This design comes from an exercise in tuning for small area on the open sky130 flow, not from production work. Where RTL was checked, it was by simulation tests only, not by an equivalence proof against the original. Power is estimated from default activity; no workload was simulated.

// lhce_parse
module lhce_parse (
    input  wire        clk,
    input  wire        rst,           
    input  wire        start,
    input  wire [3:0]  op,
    input  wire [15:0] src_addr,
    input  wire [15:0] src_len,
    input  wire [31:0] ph_src,
    input  wire [31:0] ph_dst,
    output wire        busy,
    output reg         done,
    output wire        mem_rd,
    output wire [9:0]  mem_addr,
    input  wire [31:0] mem_rdata,
    output wire [3:0]  err_code,
    output wire [3:0]  err_sub,
    output wire [31:0] r_csum,
    output wire [31:0] r_csum_field,
    output wire [31:0] r_ip_len,
    output wire [31:0] r_ip_misc,
    output wire [31:0] r_ip_src,
    output wire [31:0] r_ip_dst,
    output wire [31:0] r_ip_hdr,
    output wire [31:0] r_ip_chk,
    output wire [31:0] r_tcp_ports,
    output wire [31:0] r_tcp_seq,
    output wire [31:0] r_tcp_ack,
    output wire [31:0] r_tcp_ctl,
    output wire [31:0] r_tcp_csum,
    output wire [31:0] r_tcp_hdr,
    output wire [31:0] r_pay,
    output wire [31:0] r_out
);
    localparam [3:0] S_IDLE  = 4'd0;
    localparam [3:0] S_PRE   = 4'd1;    
    localparam [3:0] S_TINIT = 4'd2;    
    localparam [3:0] S_TAIL  = 4'd3;    
    localparam [3:0] S_PS    = 4'd4;    
    localparam [3:0] S_K6    = 4'd5;    
    localparam [3:0] S_TSUM  = 4'd6;    
    localparam [3:0] S_FLUSH = 4'd7;    
    localparam [3:0] S_ISUM  = 4'd8;    
    localparam [3:0] S_CAP   = 4'd9;    
    localparam [3:0] S_RCHK  = 4'd10;   
    reg  [3:0]  st;
    reg  [2:0]  opk;       
    reg  [11:0] c_addr;    
    reg  [15:0] c_len;     
    reg  [3:0]  ihl;       
    reg         zq;        
    reg  [12:0] O;         
    reg  [4:0]  k;         
    reg  [15:0] R;         
    reg         cy;        
    reg         sw;        
    reg         addq;      
    reg  [1:0]  lane;      
    reg         m;         
    reg         tok;       
    reg         rbig;      
    wire [7:0]  C [0:29];  
    reg  [2:0]  ec, es;
    wire [15:0] q_calc;   wire q_match; wire q_present; wire [15:0] q_field;
    wire [3:0]  q_ihl;    wire [15:0] q_tl; wire [15:0] q_hcs; wire [7:0] q_ttl;
    wire [31:0] q_src, q_dst; wire [11:0] q_ipa; wire [15:0] q_ipcalc; wire q_ipm;
    wire [31:0] q_ports, q_seq, q_ack; wire [15:0] q_win; wire [3:0] q_doff; wire [5:0] q_flags;
    wire [15:0] q_urg, q_cs; wire [12:0] q_L; wire [11:0] q_sa;
  ...
Size in the first run: about 2,200 cells after synthesis.
==> flow/config.mk <==
export PLATFORM = sky130hd
export DESIGN_NAME = lhce_parse
export DESIGN_NICKNAME = lhce_parse
export VERILOG_FILES = /design/flow/design.v
export SDC_FILE = /design/flow/constraint.sdc
export NUM_CORES = 4
export LEC_CHECK = 0
export CAP_MARGIN = 20
export CORE_MARGIN = 2
export CORE_UTILIZATION = 60
export CTS_CLUSTER_DIAMETER = 90
export CTS_CLUSTER_SIZE = 30
export PLACE_DENSITY = 0.75
export SLEW_MARGIN = 20
export SYNTH_HIERARCHICAL = 1
export SYNTH_MINIMUM_KEEP_SIZE = 0
==> flow/constraint.sdc <==
create_clock -name core_clock -period 7.0 [get_ports {clk}]
set_input_delay 1.4000 -clock core_clock [delete_from_list [all_inputs] [get_ports {clk}]]
set_output_delay 1.4000 -clock core_clock [all_outputs]
set_load 0.01 [all_outputs]
standard.sh (not shown) runs the stock make flow with config.mk's settings and CLKGATE_MAP_FILE= SYNTH_SCRIPT=/design/flow/synth_recipe.tcl, a recipe that flattens the netlist after the stock synthesis.
==> flow/flow/run.sh <==
#!/bin/bash
# Standard layout (the standard.sh, standard synthesis), with the port
# buffers that global placement inserts made of sky130_fd_sc_hd__buf_1 and
# one tie cell per constant value.
set -euo pipefail
export BUFFER_PORTS_ARGS="-buffer_cell sky130_fd_sc_hd__buf_1"
export SKIP_REPAIR_TIE_FANOUT=1
bash standard.sh > standard.log 2>&1
The first run produced a layout that fails on setup timing.
Next try:
--- a/flow/design.v
+++ b/flow/design.v
@@ -90,27 +90,25 @@
     wire sum_st = (st == S_PS) | (st == S_TSUM) | (st == S_ISUM);
     wire [12:0] E = (st == S_PS)  ? 13'd20 :
                     ((st == S_ISUM) & ipg) ? {7'd0, hl} : c_len[12:0];
     wire at_end = (O == E);
     wire align  = (sw == O[0]);
     wire skip   = (st == S_ISUM) ? (O[12:1] == 12'd5) :
                   (st == S_TSUM) ? (ct & (O[12:1] == 12'd8)) : 1'b0;
     wire pre_end = (k == 5'd12);
     wire iss_pre = (st == S_PRE) & ~pre_end;
     wire iss_sum = sum_st & ~at_end & align;
     wire iss_cap = (st == S_CAP) & (k != 5'd31) & ~((k == 5'd0) & ~align);
     wire iss     = iss_pre | iss_sum | iss_cap;
-    wire [12:0] addr;      
-    lhce_rip #(.W(13), .NB(12), .SUB(0)) u_addr (.a(O), .b(c_addr), .ci(1'b0),
-        .s(addr), .co());
+    wire [12:0] addr = {1'b0, c_addr} + O;
     wire [12:0] O_inc;
     lhce_rip #(.W(13), .NB(0), .SUB(0)) u_oinc (.a(O), .b(1'b0), .ci(1'b1),
         .s(O_inc), .co());
     wire [4:0] k_inc;
     lhce_rip #(.W(5), .NB(0), .SUB(0)) u_kinc (.a(k), .b(1'b0), .ci(1'b1),
         .s(k_inc), .co());
     assign mem_rd   = iss;
     assign mem_addr = addr[11:2];
     wire       k6inj = (st == S_K6) & ~sw;
     wire [7:0] ain = (addq ? mb : 8'd0) | ((st == S_TAIL) ? C[29] : 8'd0) |
                      {5'd0, k6inj, k6inj, 1'b0};
     wire [8:0] asum;
@@ -314,25 +312,25 @@
         .s(hdw[3:0]), .co(hdw[4]));
     lhce_rreg #(30) u_fr (.clk(clk), .e1(e1_fr), .e0(e0_fr),
         .d({hdw, outl, outa}), .q({q_hdw, q_outl, q_outa}), .h({q_hdw, q_outl, q_outa}));
     wire [12:0] q_paya;    
     wire [11:0] q_payl;    
     lhce_rip #(.W(10), .NB(5), .SUB(0)) u_paya (.a(q_outa[11:2]), .b(q_hdw), .ci(1'b0),
         .s(q_paya[11:2]), .co(q_paya[12]));
     assign q_paya[1:0] = q_outa[1:0];
     lhce_rip #(.W(10), .NB(5), .SUB(1)) u_payl (.a(q_outl[11:2]), .b(q_hdw), .ci(1'b1),
         .s(q_payl[11:2]), .co());
     assign q_payl[1:0] = q_outl[1:0];
     wire ipv = |q_ihl;
-    wire [15:0] ip_seg;    
+    wire [15:0] ip_seg;
     lhce_rip #(.W(14), .NB(4), .SUB(1)) u_seg (.a(q_tl[15:2]), .b(q_ihl), .ci(1'b1),
         .s(ip_seg[15:2]), .co());
     assign ip_seg[1:0] = q_tl[1:0];
     assign err_code     = {1'b0, ec};
     assign err_sub      = {1'b0, es};
     assign r_csum       = {14'd0, q_match, q_present, q_calc};
     assign r_csum_field = {16'd0, q_field};
     assign r_ip_len     = {5'd0, ipv, 2'd0, 2'd0, q_ihl, 2'd0, q_tl};
     assign r_ip_misc    = {q_hcs, 5'd0, ipv, ipv, 1'b0, q_ttl};
     assign r_ip_src     = q_src;
     assign r_ip_dst     = q_dst;
     assign r_ip_hdr     = {ip_seg, 4'd0, q_ipa};
@@ -367,39 +365,60 @@
     input  wire [(NB > 0 ? NB : 1)-1:0] b,
     input  wire          ci,
     output wire [W-1:0]  s,
     output wire          co
 );
     wire [W:0] c;
     assign c[0] = ci;
     genvar i;
     generate
         for (i = 0; i < W; i = i + 1) begin : g
             if (i < NB) begin : f
                 lhce_fa u (.a(a[i]), .b(SUB ? ~b[i] : b[i]), .ci(c[i]), .s(s[i]), .co(c[i+1]));
-            end else if (SUB) begin : d
-                lhce_dec u (.a(a[i]), .ci(c[i]), .s(s[i]), .co(c[i+1]));
-            end else begin : h
+            end else if (!SUB) begin : h
                 lhce_inc u (.a(a[i]), .ci(c[i]), .s(s[i]), .co(c[i+1]));
             end
         end
+        if (SUB && W > NB) begin : d
+            lhce_decp #(.W(W - NB)) u (.a(a[W-1:NB]), .ci(c[NB]), .s(s[W-1:NB]));
+            assign c[W] = 1'b0;
+        end
     endgenerate
     assign co = c[W];
 endmodule
 module lhce_fa (input wire a, input wire b, input wire ci, output wire s, output wire co);
     assign s  = a ^ b ^ ci;
     assign co = (a & b) | (a & ci) | (b & ci);
 endmodule
-module lhce_dec (input wire a, input wire ci, output wire s, output wire co);
-    lhce_xnor u_s (.a(a), .b(ci), .y(s));
-    lhce_or   u_c (.a(a), .b(ci), .y(co));
-endmodule
 module lhce_xnor (input wire a, input wire b, output wire y);
     assign y = ~(a ^ b);
 endmodule
 module lhce_or (input wire a, input wire b, output wire y);
     assign y = a | b;
 endmodule
 module lhce_inc (input wire a, input wire ci, output wire s, output wire co);
     assign s  = a ^ ci;
     assign co = a & ci;
 endmodule
+module lhce_decp #(
+    parameter W = 8
+) (
+    input  wire [W-1:0] a,
+    input  wire         ci,
+    output wire [W-1:0] s
+);
+    wire [W:0] p;
+    assign p[0] = 1'b0;
+    genvar i;
+    generate
+        for (i = 0; i < W; i = i + 1) begin : g
+            wire c;
+            if (i == 0) begin : z
+                assign c = ci;
+            end else begin : o
+                lhce_or u_p (.a(p[i-1]), .b(a[i-1]), .y(p[i]));
+                lhce_or u_c (.a(ci), .b(p[i]), .y(c));
+            end
+            lhce_xnor u_s (.a(a[i]), .b(c), .y(s[i]));
+        end
+    endgenerate
+endmodule
With this change the flow completed with no timing, DRC or antenna violations. Routed wire length came out lower slightly. Die area came out higher slightly. Power came out higher slightly. Worst hold slack is about the same. Count of clock-buffer cells in the layout came out lower by 1. Maximum frequency came out higher by a quarter to a third. Critical path depth came out higher by 1. Sequential power came out higher slightly. Non-clock buffer count came out lower by 32. Area after synthesis came out higher slightly. Final area came out lower slightly. Register-to-register slack gains 1.1 ns. Setup slack gains 1.3 ns.
No functional check of the RTL was part of the first run of this note.


== build 70 ==
Another version of the RTL of lhce_parse (not shown whole).
Size: about 2,300 cells after synthesis, about 670 I/O pins, ~27,000 um2 of cells after synthesis.
export LEC_CHECK = 0
export CAP_MARGIN = 20
export CORE_MARGIN = 2
export CORE_UTILIZATION = 60
export CTS_CLUSTER_DIAMETER = 90
export CTS_CLUSTER_SIZE = 30
export PLACE_DENSITY = 0.75
export SLEW_MARGIN = 20
export SYNTH_HIERARCHICAL = 1
export SYNTH_MINIMUM_KEEP_SIZE = 0
create_clock -name core_clock -period 7.0 [get_ports {clk}]
Scripts as last shown in full above: flow/flow/run.sh
Here is what was changed in the inputs of trial 17 compared with build 70.
-- flow/design.v --
<<< build 70, line 122
    always @(*) begin
        pre_c = 3'd2; pre_s = 3'd0;
        if (fr && c_len[15:2] == 14'h3FFF)      begin pre_c = 3'd1; pre_s = 3'd2; end
        else if (fr && {C[10], C[9]} != 16'h0800) begin pre_c = 3'd1; pre_s = 3'd1; end
        else if (c_len < 16'd20)                 pre_s = 3'd1;
        else if (p_ihl < 4'd5)                   pre_s = 3'd2;
        else if (mb != 8'd6)                     pre_s = 3'd3;
>>> trial 17, line 122
    always @(*) begin
        pre_c = 3'd2; pre_s = 3'd0;
        if (fr && {C[10], C[9]} != 16'h0800)    begin pre_c = 3'd1; pre_s = 3'd1; end
        else if (fr && c_len < 16'd20)           pre_s = 3'd1;
        else if (p_ihl < 4'd5)                   pre_s = 3'd2;
        else if (mb != 8'd6)                     pre_s = 3'd3;
<<< build 70, line 177
        case (st)
        S_IDLE: begin fin = start & ~op_ok; fec = 3'd7; fes = 3'd1; end
        S_RCHK:  begin fin = rng_bad; fec = 3'd6; fes = 3'd1; end
        S_PRE:   begin fin = pre_end & (pre_s != 3'd0); fec = pre_c; fes = pre_s; end
        S_TINIT: begin fin = (fr | tcpc) & (L < 16'd20); fec = 3'd3; fes = 3'd1; end
        S_CAP:   begin
            fin = commit;
>>> trial 17, line 176
        case (st)
        S_IDLE: begin fin = start & ~op_ok; fec = 3'd7; fes = 3'd1; end
        S_RCHK: begin
            fin = 1'b1;
            if (rng_bad)                           begin fec = 3'd6; fes = 3'd1; end
            else if (ipc  && c_len < 16'd20)       begin fec = 3'd2; fes = 3'd1; end
            else if (tcpc && c_len < 16'd20)       begin fec = 3'd3; fes = 3'd1; end
            else if (fr   && c_len < 16'd4)        begin fec = 3'd1; fes = 3'd2; end
            else fin = 1'b0;
        end
        S_PRE:   begin fin = pre_end & (pre_s != 3'd0); fec = pre_c; fes = pre_s; end
        S_TINIT: begin fin = fr & (L < 16'd20); fec = 3'd3; fes = 3'd1; end
        S_CAP:   begin
            fin = commit;
<<< build 70, line 236
            k  <= 5'd0;
            O  <= 13'd12;
            st <= fin ? S_IDLE : fr ? S_PS : S_TAIL;    
        end
        S_TAIL: begin
>>> trial 17, line 242
            k  <= 5'd0;
            O  <= 13'd12;
            st <= fin ? S_IDLE : fr ? S_PS : S_TAIL;
        end
        S_TAIL: begin
<<< build 70, line 317
    wire ipv = |q_ihl;
    wire [15:0] ip_seg;
    lhce_rip #(.W(14), .NB(4), .SUB(1)) u_seg (.a(q_tl[15:2]), .b(q_ihl), .ci(1'b1),
        .s(ip_seg[15:2]), .co());
    assign ip_seg[1:0] = q_tl[1:0];
    assign err_code     = {1'b0, ec};
>>> trial 17, line 323
    wire ipv = |q_ihl;
    wire [15:0] ip_seg;
    wire        seg_c;
    lhce_rip #(.W(4), .NB(4), .SUB(1)) u_seg (.a(q_tl[5:2]), .b(q_ihl), .ci(1'b1),
        .s(ip_seg[5:2]), .co(seg_c));
    lhce_decp #(.W(10)) u_segh (.a(q_tl[15:6]), .ci(seg_c), .s(ip_seg[15:6]));
    assign ip_seg[1:0] = q_tl[1:0];
    assign err_code     = {1'b0, ec};
<<< build 70, line 369
            if (i < NB) begin : f
                lhce_fa u (.a(a[i]), .b(SUB ? ~b[i] : b[i]), .ci(c[i]), .s(s[i]), .co(c[i+1]));
            end else if (!SUB) begin : h
                lhce_inc u (.a(a[i]), .ci(c[i]), .s(s[i]), .co(c[i+1]));
            end
        end
        if (SUB && W > NB) begin : d
            lhce_decp #(.W(W - NB)) u (.a(a[W-1:NB]), .ci(c[NB]), .s(s[W-1:NB]));
            assign c[W] = 1'b0;
        end
    endgenerate
>>> trial 17, line 377
            if (i < NB) begin : f
                lhce_fa u (.a(a[i]), .b(SUB ? ~b[i] : b[i]), .ci(c[i]), .s(s[i]), .co(c[i+1]));
            end else if (SUB) begin : d
                lhce_dec u (.a(a[i]), .ci(c[i]), .s(s[i]), .co(c[i+1]));
            end else begin : h
                lhce_inc u (.a(a[i]), .ci(c[i]), .s(s[i]), .co(c[i+1]));
            end
        end
    endgenerate
<<< build 70, line 383
    assign s  = a ^ b ^ ci;
    assign co = (a & b) | (a & ci) | (b & ci);
endmodule
module lhce_xnor (input wire a, input wire b, output wire y);
>>> trial 17, line 389
    assign s  = a ^ b ^ ci;
    assign co = (a & b) | (a & ci) | (b & ci);
endmodule
module lhce_dec (input wire a, input wire ci, output wire s, output wire co);
    lhce_xnor u_s (.a(a), .b(ci), .y(s));
    lhce_or   u_c (.a(a), .b(ci), .y(co));
endmodule
module lhce_xnor (input wire a, input wire b, output wire y);
## What came out
Post-detailed-routing wire length sits higher in trial 17 than in build 70.
Looking at worst-path cell with the longest stage delay, the sky130_fd_sc_hd__edfxtp_1 result is from trial 17; the sky130_fd_sc_hd__a31oi_4 one comes from build 70.
Relative to build 70, number of nets in the finished design has decreased by 17 in trial 17.
From build 70 to trial 17 the numbers moved as follows: placer congestion estimate level; normalized max-slew margin higher; final design area excluding fillers closely matched the old numbers.
Trial 17 finished all stages; the layout is clean.
Via count grows slightly when moving from build 70 to trial 17.
Per the comparison of trial 17 with build 70, buffer count from post-CTS setup fixing shows no meaningful change; share of the final layout cell area in sequential cells held.
Trial 17 against build 70: data-path buffer share of cell area in the final layout moved up, register-to-register slack dropped 870 ps, post-layout utilization of the core shows an increase of 0.20 points.
No functional check of the RTL was part of trial 17.

## separate check: timing with driven ports
The results above use ideal ports. As a check the final layouts listed here were re-extracted and re-timed, cells and wires unchanged.
Step 1 sets driving cells, clkbuf_16 on the clock port and buf_2 on the other inputs (assumed; they add their load-dependent delay and slew).
Step 2 moves the port delays by t, midway between the first and last clock arrival at a register: inputs arrive t later, outputs are due t later. That takes back most of the time a late clock gives input paths.
a / b / c = ideal / step 1 / step 2; a / b = the first two.
run | t (ns) | slack for setup (ns) | hold slack, ns | worst setup path at the end | latest minus earliest clock arrival (ns)
the first run of note 1 | 0.672 | -0.011 / -0.070 / 0.171 | 0.338 / 0.338 / 0.338 | register to register | 0.028 / 0.028
the second run of note 1 | 0.690 | 1.306 / 1.306 / 1.130 | 0.338 / 0.338 / 0.338 | input to register | 0.046 / 0.047
build 70 | 0.677 | 1.006 / 1.006 / 1.006 | 0.338 / 0.338 / 0.338 | register to register | 0.022 / 0.021
trial 17 | 0.685 | 0.132 / 0.132 / 0.132 | 0.334 / 0.334 / 0.334 | register to register | 0.034 / 0.034
For the second run of note 1, which loses most, drivers alone change the setup slack by 0.000 ns; drivers and shift together by -0.176 ns.
